Context: an optimization exercise on an open-source flow, tuned for small area, a short achievable clock period and few clock cycles. The choices shown serve that exercise and are no tape-out recipe. The RTL was checked by simulation tests, not by an equivalence proof against the original design. Power is estimated from default activity; no workload was simulated.

==> inputs of run R <==
==> flow/design.v <==
module fb565_engine (
    input  wire        clk,
    input  wire        rst,          
    input  wire        cmd_valid,
    output wire        cmd_ready,
    input  wire [7:0]  cmd_op,
    input  wire [15:0] cmd_pos,      
    input  wire [31:0] cmd_rg,       
    input  wire [15:0] cmd_b,        
    input  wire [15:0] cmd_arg,
    output reg         rsp_valid,
    output reg  [2:0]  rsp_code,
    output reg  [3:0]  rsp_cause,
    output wire [23:0] rsp_data,
    output reg         rsp_flush,
    input  wire [5:0]  rd_idx,
    output wire [15:0] rd_data,
    output wire [1:0]  rot,
    output wire        lowlight,
    output wire [1:0]  lifecycle
);
    localparam OP_NOP      = 8'h00;
    localparam OP_INIT     = 8'h01;
    localparam OP_CLOSE    = 8'h02;
    localparam OP_SETROT   = 8'h03;
    localparam OP_SETLL    = 8'h04;
    localparam OP_SETPIX   = 8'h10;
    localparam OP_GETPIX   = 8'h11;
    localparam OP_FILL     = 8'h13;
    localparam OP_CLEAR    = 8'h14;
    localparam OP_FLIPH    = 8'h17;
    localparam OP_FLIPV    = 8'h18;
    localparam OP_PACK     = 8'h20;
    localparam OP_UNPACK   = 8'h21;
    localparam E_OK        = 3'd0;
    localparam E_VALID     = 3'd1;
    localparam E_STATE     = 3'd2;
    localparam E_ILLEGAL   = 3'd4;
    localparam C_POSITION  = 4'd1;
    localparam C_COLOR     = 4'd2;
    localparam C_ROTATION  = 4'd4;
    localparam C_RESERVED  = 4'd2;
    localparam L_UNINIT    = 2'd0;
    localparam L_READY     = 2'd1;
    localparam L_CLOSED    = 2'd2;
    reg [15:0] w  [0:63];      
    reg [1:0]  rot_q;
    reg        ll_q;
    reg [1:0]  life_q;
    reg        fx, fy;         
    reg [15:0] rp;             
    reg        ru;             
    function [15:0] scl;
        input [15:0] p;
        scl = {3'b0, p[15:14], 3'b0, p[10:8], 3'b0, p[4:3]};
    endfunction
    function [23:0] unpack;    
        input [15:0] p;
        unpack = {p[4:0], p[4:2], p[10:5], p[10:9], p[15:11], p[15:13]};
    endfunction
    wire       pos_ok   = (cmd_pos[7:3] == 5'd0) && (cmd_pos[15:11] == 5'd0);
    wire [2:0] pos_x    = cmd_pos[2:0];
    wire [2:0] pos_y    = cmd_pos[10:8];
    wire       col_ok   = (cmd_rg[15:8] == 8'd0) && (cmd_rg[31:24] == 8'd0) && (cmd_b[15:8] == 8'd0);
    wire [7:0] col_r    = cmd_rg[7:0];
    wire [7:0] col_g    = cmd_rg[23:16];
    wire [7:0] col_b    = cmd_b[7:0];
    wire [15:0] col_pk  = {col_r[7:3], col_g[7:2], col_b[7:3]};
    wire [15:0] col_word = ll_q ? scl(col_pk) : col_pk;
    wire       ready_st = (life_q == L_READY);
    wire [3:0] lcause   = {2'b00, life_q} + 4'd1;
    reg [2:0] ppx, ppy;
    always @* begin
        case (rot_q)
            2'd0: begin ppx = pos_x;        ppy = pos_y;        end
            2'd1: begin ppx = 3'd7 - pos_y; ppy = pos_x;        end
            2'd2: begin ppx = 3'd7 - pos_x; ppy = 3'd7 - pos_y; end
            default: begin ppx = pos_y;     ppy = 3'd7 - pos_x; end
        endcase
    end
    wire [5:0] pix_slot = {ppy ^ {3{fy}}, ppx ^ {3{fx}}};
    wire [5:0] rd_slot  = rd_idx ^ {{3{fy}}, {3{fx}}};
    function [15:0] rdport;
        input [7:0] rs, cs;
        input [1023:0] d;
        integer r, c;
        reg [15:0] row;
        begin
            rdport = 16'h0000;
            for (r = 0; r < 8; r = r + 1) begin
                row = 16'h0000;
                for (c = 0; c < 8; c = c + 1)
                    row = row | ({16{cs[c]}} & d[16*(8*r+c) +: 16]);
                rdport = rdport | ({16{rs[r]}} & row);
            end
        end
    endfunction
    function [7:0] onehot;
        input [2:0] a;
        onehot = 8'd1 << a;
    endfunction
    reg [1023:0] wflat;
    integer k2;
    always @* for (k2 = 0; k2 < 64; k2 = k2 + 1) wflat[16*k2 +: 16] = w[k2];
    wire [15:0] pix_word = rdport(onehot(pix_slot[5:3]), onehot(pix_slot[2:0]), wflat);
    assign rd_data   = rdport(onehot(rd_slot[5:3]), onehot(rd_slot[2:0]), wflat);
    assign cmd_ready = 1'b1;
    assign rot       = rot_q;
    assign lowlight  = ll_q;
    assign lifecycle = life_q;
    assign rsp_data  = ru ? unpack(rp) : {8'd0, rp};
    wire accept = cmd_valid && !rst;
    wire is_op_setpix = (cmd_op == OP_SETPIX);
    reg [2:0]  n_code;
    reg [3:0]  n_cause;
    reg        n_flush;
    reg [15:0] n_rp;
    reg        n_ru;
    reg        do_init, do_close, do_rot, do_ll, do_wr, do_fill, do_flip;
    reg [1:0]  n_rot;
    always @* begin
        n_code = E_OK; n_cause = 4'd0; n_flush = 1'b0; n_rp = 16'd0; n_ru = 1'b0;
        do_init = 1'b0; do_close = 1'b0; do_rot = 1'b0; do_ll = 1'b0;
        do_wr = 1'b0; do_fill = 1'b0; do_flip = 1'b0;
        n_rot = 2'd0;
        case (cmd_op)
        OP_NOP: ;
        OP_INIT:
            if (life_q != L_UNINIT) begin
                n_code = E_STATE; n_cause = lcause;
            end else
                do_init = 1'b1;
        OP_CLOSE:
            if (life_q == L_UNINIT) begin
                n_code = E_STATE; n_cause = lcause;
            end else
                do_close = 1'b1;
        OP_SETROT:
            if (!ready_st) begin
                n_code = E_STATE; n_cause = lcause;
            end else if (cmd_arg == 16'd0)   begin do_rot = 1'b1; n_rot = 2'd0; end
            else if (cmd_arg == 16'd90)      begin do_rot = 1'b1; n_rot = 2'd1; end
            else if (cmd_arg == 16'd180)     begin do_rot = 1'b1; n_rot = 2'd2; end
            else if (cmd_arg == 16'd270)     begin do_rot = 1'b1; n_rot = 2'd3; end
            else begin
                n_code = E_VALID; n_cause = C_ROTATION;
            end
        OP_SETLL:
            if (!ready_st) begin
                n_code = E_STATE; n_cause = lcause;
            end else
                do_ll = 1'b1;
        OP_SETPIX:
            if (!ready_st) begin
                n_code = E_STATE; n_cause = lcause;
            end else if (!pos_ok) begin
                n_code = E_VALID; n_cause = C_POSITION;
            end else if (!col_ok) begin
                n_code = E_VALID; n_cause = C_COLOR;
            end else begin
                do_wr = 1'b1; n_flush = 1'b1;
            end
        OP_GETPIX:
            if (!ready_st) begin
                n_code = E_STATE; n_cause = lcause;
            end else if (!pos_ok) begin
                n_code = E_VALID; n_cause = C_POSITION;
            end else begin
                n_rp = pix_word; n_ru = 1'b1;
            end
        OP_FILL, OP_CLEAR:
            if (!ready_st) begin
                n_code = E_STATE; n_cause = lcause;
            end else if (cmd_op == OP_FILL && !col_ok) begin
                n_code = E_VALID; n_cause = C_COLOR;
            end else begin
                do_fill = 1'b1; n_flush = 1'b1;
            end
        OP_FLIPH, OP_FLIPV:
            if (!ready_st) begin
                n_code = E_STATE; n_cause = lcause;
            end else begin
                do_flip = 1'b1; n_flush = 1'b1;
            end
        OP_PACK:
            if (!col_ok) begin
                n_code = E_VALID; n_cause = C_COLOR;
            end else
                n_rp = col_pk;
        OP_UNPACK: begin
            n_rp = cmd_arg; n_ru = 1'b1;
        end
        default: begin
            n_code = E_ILLEGAL; n_cause = C_RESERVED;
        end
        endcase
    end
    wire flip_x = (cmd_op == OP_FLIPH) ^ rot_q[0];
    wire scale  = accept && do_flip && ll_q;
    wire wr     = accept && do_wr;
    always @(posedge clk) begin
        if (rst) begin
            rot_q     <= 2'd0;
            ll_q      <= 1'b0;
            life_q    <= L_UNINIT;
            fx        <= 1'b0;
            fy        <= 1'b0;
            rsp_valid <= 1'b0;
            rsp_code  <= E_OK;
            rsp_cause <= 4'd0;
            rsp_flush <= 1'b0;
            rp        <= 16'd0;
            ru        <= 1'b0;
        end else begin
            rsp_valid <= accept;
            if (accept) begin
                rsp_code  <= n_code;
                rsp_cause <= n_cause;
                rsp_flush <= n_flush;
                rp        <= n_rp;
                ru        <= n_ru;
                if (do_init)  life_q <= L_READY;
                if (do_close) life_q <= L_CLOSED;
                if (do_rot)   rot_q  <= n_rot;
                if (do_ll)    ll_q   <= cmd_arg[0];
                if (do_flip) begin
                    if (flip_x) fx <= ~fx;
                    else        fy <= ~fy;
                end
            end
        end
    end
    wire [15:0] bus   = (rst || cmd_op == OP_CLEAR) ? 16'h0000 : col_word;
    wire        all   = rst || (accept && do_fill);
    wire [15:0] bus_z = scale ? 16'h0000 : bus;
    integer i;
    always @(posedge clk) begin
        for (i = 0; i < 64; i = i + 1) begin
            if (all || (wr && pix_slot == i[5:0]) || scale)
                w[i] <= {bus_z[15:13], scale ? w[i][15:14] : bus_z[12:11],
                         bus_z[10:8],  scale ? w[i][10:8]  : bus_z[7:5],
                         bus_z[4:2],   scale ? w[i][4:3]   : bus_z[1:0]};
        end
    end
endmodule
==> flow/run.sh <==
#!/bin/bash
# synth_recipe.tcl (not shown) runs the flow's synth.tcl, then flattens the netlist and writes it again
# the make line also repeats each setting of config.mk as NAME=value (left out here)
make -C /OpenROAD-flow-scripts/flow DESIGN_CONFIG=/design/flow/config.mk WORK_HOME=/design/flow/orfs CLKGATE_MAP_FILE= SYNTH_SCRIPT=/design/flow/synth_recipe.tcl finish
==> flow/config.mk <==
export PLATFORM = sky130hd
export DESIGN_NAME = fb565_engine
export DESIGN_NICKNAME = fb565_engine
export VERILOG_FILES = /design/flow/design.v
export SDC_FILE = /design/flow/constraint.sdc
export NUM_CORES = 4
export LEC_CHECK = 0
export CAP_MARGIN = 20
export CORE_MARGIN = 2
export CORE_UTILIZATION = 50
export CTS_BUF_LIST = sky130_fd_sc_hd__clkbuf_16
export CTS_CLUSTER_DIAMETER = 80
export CTS_CLUSTER_SIZE = 20
export PLACE_DENSITY = 0.65
export SETUP_SLACK_MARGIN = 5.0
export SLEW_MARGIN = 20
==> flow/constraint.sdc <==
create_clock -name core_clock -period 10.0 [get_ports {clk}]
set_input_delay 2.0000 -clock core_clock [delete_from_list [all_inputs] [get_ports {clk}]]
set_output_delay 2.0000 -clock core_clock [all_outputs]
set_load 0.01 [all_outputs]
==> inputs of run A, as changes to run R <==
==> flow/config.mk (replaced) <==
export PLATFORM = sky130hd
export DESIGN_NAME = fb565_engine
export DESIGN_NICKNAME = fb565_engine
export VERILOG_FILES = /design/flow/design.v
export SDC_FILE = /design/flow/constraint.sdc
export NUM_CORES = 4
export LEC_CHECK = 0
export CAP_MARGIN = 10
export CORE_MARGIN = 2
export CORE_UTILIZATION = 50
export CTS_BUF_LIST = sky130_fd_sc_hd__clkbuf_8
export PLACE_DENSITY = 0.65
export SETUP_SLACK_MARGIN = 3.5
export SLEW_MARGIN = 10
==> inputs of run P, as changes to run R <==
--- a/flow/config.mk
+++ b/flow/config.mk
@@ -14,3 +14,3 @@
 export PLACE_DENSITY = 0.65
-export SETUP_SLACK_MARGIN = 5.0
+export SETUP_SLACK_MARGIN = 4.5
 export SLEW_MARGIN = 20
==> flow_summary.toml <==
[timing]
layout_worst_path_cycle_share_pct = 67.6
slew_viol_final = 0
finalWorstSetupSlack_ns = 3.24

[status]
outcome = "complete, no violations"

[worst_setup_path]
reg2regPathDepth = 11

[detailed_routing]
firstDrtPassIters = 14
wl_met1_microns = 75400
drtIter0Drc = 11400

[finish]
mostFrequentLayoutCells = "1074 x nand2_1, 1024 x edfxtp_1, 767 x a22oi_1"
area_delta_synth_final_pct = 21.6

[hold_path]
hold_depth = 2
Source of the figures above: run R

==> flow_summary.toml <==
[floorplan]
start_util_pct = 50.6

[timing]
rsz0062_at_grt = "yes"
finalWorstSetupSlack_ns = 3.36
slew_viol_final = 2
layout_worst_path_cycle_share_pct = 66.4

[worst_setup_path]
critPathRequiredTime_ns = 8.00
r2r-start = "rot_q[0]$_SDFFE_PP0P_"
cp_data_arrival_time_ns = 4.64

[detailed_routing]
wl_met1_microns = 71700
drtIter0Drc = 9974

[finish]
area_delta_synth_final_pct = 14.9
mostFrequentLayoutCells = "1083 x nand2_1, 1024 x edfxtp_1, 857 x a22oi_1"
regMostFlops = "w"

[grt]
grt_pass1_vias = 38500

[status]
so_faults = "capacitance limit, slew limit"
outcome = "finished with violations"

[run]
cap_violations = 1

[cts]
ctsHoldBuffers = 0

[pwr]
power_top_consumer = "registers"
Source of the figures above: run A

==> flow_summary.toml <==
[status]
outcome = "complete, no violations"

[finish]
area_delta_synth_final_pct = 16.1
nonClkBufAreaFrac_pct = 8.37
mostFrequentLayoutCells = "1082 x nand2_1, 1024 x edfxtp_1, 798 x a22oi_1"

[timing]
finalWorstSetupSlack_ns = 3.46
relSlewSlack_pct = 17.9
layout_worst_path_cycle_share_pct = 65.4
slew_viol_final = 0
min_period_ns = 6.54
whs_ns = 0.485

[worst_setup_path]
reg2regPathDepth = 9
critPathRequiredTime_ns = 8.00

[cts]
postCtsSetupRepairBufs = 56

[pwr]
pwr-share-comb_pct = 14.0

[hold_path]
hold_depth = 1

[floorplan]
start_util_pct = 50.6
core_sq_um = 98700
ios = 152

[synthesis]
synth-compound-area-share_pct = 19.8

[detailed_routing]
drtIter0Drc = 10500
wl_met1_microns = 72100
Source of the figures above: run P

Testbench counts of run R, summed over its fixed seeds: cycles 8,008.
Testbench counts of run A, summed over its fixed seeds: cycles 8,008.
Testbench counts of run P, summed over its fixed seeds: cycles 8,008.

[afterwards: timing with drivers on the ports]
The flow's constraints put no driver on any port. The routed layouts listed below were extracted and timed again, unchanged, in two steps.
Step 1 (the two cells are an assumption about what drives the block):
set clk [get_ports {clk}]
set_driving_cell -lib_cell sky130_fd_sc_hd__clkbuf_16 $clk
set_driving_cell -lib_cell sky130_fd_sc_hd__buf_2 [delete_from_list [all_inputs] $clk]
Step 2, shift: input delay + t, output delay - t, t = (earliest + latest rising clock arrival at the registers) / 2. This alone moves slack from input paths to output paths.
Slacks: ideal / step 1 / step 2; pairs: ideal / step 1.
run | t (ns) | setup slack, ns | hold WS [ns] | latest minus earliest clock arrival (ns)
run R | 0.776 | 3.239 / 3.165 / 3.165 | 0.484 / 0.484 / 0.484 | 0.035 / 0.035
run A | 0.943 | 3.363 / 3.323 / 2.611 | 0.477 / 0.477 / 0.477 | 0.051 / 0.051
run P | 0.795 | 3.459 / 3.388 / 3.388 | 0.485 / 0.485 / 0.485 | 0.070 / 0.069
The setup slack of run A, which loses most, moves by -0.040 ns with the drivers and by -0.752 ns with both steps.
